This is an optimization exercise on Yosys and OpenROAD, whose aim is a short achievable clock period and few clock cycles, not a production implementation. Only simulation tests tie the RTL to the original design; equivalence was not proved. No activity file was given, so power comes from the tool's default toggle rates.

==> flow/design.v (excerpt) <==
module cpusim_core (
    input  wire        clk,
    input  wire        rst,         
    output wire        mem_re,
    output wire [9:0]  mem_raddr,
    input  wire [31:0] mem_rdata,
    output wire        mem_we,
    output wire [9:0]  mem_waddr,
    output wire [31:0] mem_wdata,
    output wire        out_valid,
    output wire [1:0]  out_reg,
    output wire [31:0] out_data,
    output wire        halted,
    output wire [2:0]  fault,
    input  wire [2:0]  dbg_sel,
    output reg  [31:0] dbg_data
);
Size: about 15000 cells after synthesis, ~1800 flip-flops, roughly 0.15 mm2 of cells after synthesis.
clock: 10.0 ns
lec_check: 0
abc_clock_period_in_ps: 4000
cap_margin: 20
core_margin: 2
core_utilization: 40
setup_slack_margin: 5
slew_margin: 20
run.sh (not shown) runs the stock make flow with config.mk's settings and CLKGATE_MAP_FILE= SYNTH_SCRIPT=/design/flow/synth_recipe.tcl, a recipe that flattens the netlist after the stock synthesis.
Testbench counts at the start, summed over its fixed seeds: cycles 65,761.
Then changed:
--- a/flow/design.v
+++ b/flow/design.v
@@ -353,51 +353,59 @@
         d_fault = F_NONE;
         if (d_oob)                                    d_fault = F_OOB;
         else if (!i_valid)                            d_fault = F_OPC;
         else if (badreg)                              d_fault = F_REG;
         else if ((i_call | i_push) & sp_full)         d_fault = F_OOB;
         else if ((i_ret | i_pop) & sp_empty)          d_fault = F_OOB;
     end
     wire [31:0] r0e = hit0 ? e_s1 : x[op0[1:0]];
     wire late0 = hit0 & ~e_early;
     wire fa_seq = (fa == d_pc + 32'd4);
     wire [7:0] pc4_8 = d_pc[7:0] + 8'd4;
-    wire d_j_imm = (i_jump | ((i_jz | i_jnz) & (op0 < d_pc[7:0]))) & (op0 != pc4_8);
-    wire d_j_call = i_call & ~late0;
-    wire d_sredir = d_valid & ~d_oob & fa_seq & (d_j_imm | d_j_call | i_ret);
-    wire [31:0] d_stgt = i_call ? r0e : i_ret ? {23'd0, ras[ras_p]} : {24'd0, op0};
+    wire z_known = ~(e_act & (e_add | e_sub));
+    wire i_jc    = i_jz | i_jnz;
+    wire jc_tk   = z_known ? (i_jz ? flag_z : ~flag_z) : (op0 < d_pc[7:0]);
+    wire fa_imm  = (fa == {24'd0, op0});
+    wire d_j_imm = (i_jump | (i_jc & jc_tk)) & (op0 != pc4_8) & ~fa_imm;
+    wire d_j_nt  = i_jc & z_known & ~jc_tk & ~fa_seq;
+    wire d_j_call = i_call & ~late0 & fa_seq;
+    wire d_sredir = d_valid & ~d_oob & (d_j_imm | d_j_nt | d_j_call | (i_ret & fa_seq));
+    wire [31:0] d_stgt = i_call ? r0e : i_ret ? {23'd0, ras[ras_p]} : d_j_nt ? d_pc + 32'd4 : {24'd0, op0};
     wire [5:0]  fix  = fa[7:2];
     wire        f_in = ~|fa[31:8];
     wire [31:0] f_pred = (f_in & bt_v[fix]) ?
                          (bt_r[fix] ? {23'd0, ras[ras_p]} : {24'd0, bt_t[fix]}) :
                          fa + 32'd4;
     wire st_read = e_act & e_miss & ~e_ph;                    
     assign mem_re    = 1'b1;
     assign mem_raddr = st_read ? sp : (e_stall ? d_pc[9:0] : fa[9:0]);
     assign mem_we    = e_act & (e_store | e_push | e_call) & e_ok & ~st_oob;
     assign mem_waddr = e_wa;
     assign mem_wdata = e_wd;
     assign out_valid = e_act & e_out & e_ok;
     assign out_reg   = e_rd;
     assign out_data  = e_wd;
     assign halted = halted_r | (e_act & (~e_ok | e_halt));
     assign fault  = halted_r ? fault_r : (e_ok ? F_NONE : e_fpre);
-    always @(*)
-        dbg_data = ({32{dbg_sel == 3'd0}} & x[0]) |
-                   ({32{dbg_sel == 3'd1}} & x[1]) |
-                   ({32{dbg_sel == 3'd2}} & x[2]) |
-                   ({32{dbg_sel == 3'd3}} & x[3]) |
-                   ({32{dbg_sel == 3'd4}} & e_pc) |
-                   ({32{dbg_sel == 3'd5}} & {22'd0, sp}) |
-                   ({32{dbg_sel == 3'd6}} & {29'd0, flag_o, flag_n, flag_z}) |
-                   ({32{dbg_sel == 3'd7}} & 32'h0000_0300);
+    always @(*) begin
+        case (dbg_sel)
+            3'd0: dbg_data = x[0];
+            3'd1: dbg_data = x[1];
+            3'd2: dbg_data = x[2];
+            3'd3: dbg_data = x[3];
+            3'd4: dbg_data = e_pc;
+            3'd5: dbg_data = {22'd0, sp};
+            3'd6: dbg_data = {29'd0, flag_o, flag_n, flag_z};
+            default: dbg_data = 32'h0000_0300;    
+        endcase
+    end
     wire e_commit = e_done & e_ok;
     integer i;
     always @(posedge clk) begin
         if (rst) begin
             halted_r <= 1'b0;
             fault_r  <= F_NONE;
             x[0] <= 32'd0;
             x[1] <= 32'd0;
             x[2] <= 32'd0;
             x[3] <= 32'd0;
             x_sm <= 4'hf;
Result: Total power goes down by 0.47%; hold slack hardly moves; setup slack improved by 0.10 ns; utilization goes up by 0.30 points; synthesized area goes up by 0.45%; register-to-register slack got worse by 0.12 ns; critical path depth goes up by 2; synthesized cell count hardly moves.
Testbench counts after the change, summed over its fixed seeds: cycles 65,573.

[port drivers added, routing unchanged]
Ports are ideal in the flow. The routed layouts listed here were re-timed in OpenROAD. Step 1 sets driving cells, clkbuf_16 on the clock port and buf_2 on the other inputs (assumed; they add their load-dependent delay and slew). Step 2 moves the port delays by t, midway between the first and last clock arrival at a register: inputs arrive t later, outputs are due t later. That takes back most of the time a late clock gives input paths. a / b / c = ideal ports / drivers / drivers and shift; a / b = the first two.
| run | t (ns) | slack for setup (ns) | slew at the worst register clock pin (ns) | worst slew at a driven data input, ns |
|---|---|---|---|---|
| the first run | 1.073 | 4.559 / 4.434 / 3.784 | 0.08 / 0.08 | 0.14 |
| the second run | 1.072 | 4.660 / 4.405 / 3.957 | 0.08 / 0.08 | 0.29 |
After both steps setup and hold are still met in every run listed. The setup slack of the first run, which loses most, moves by -0.125 ns with the drivers and by -0.775 ns with both steps.
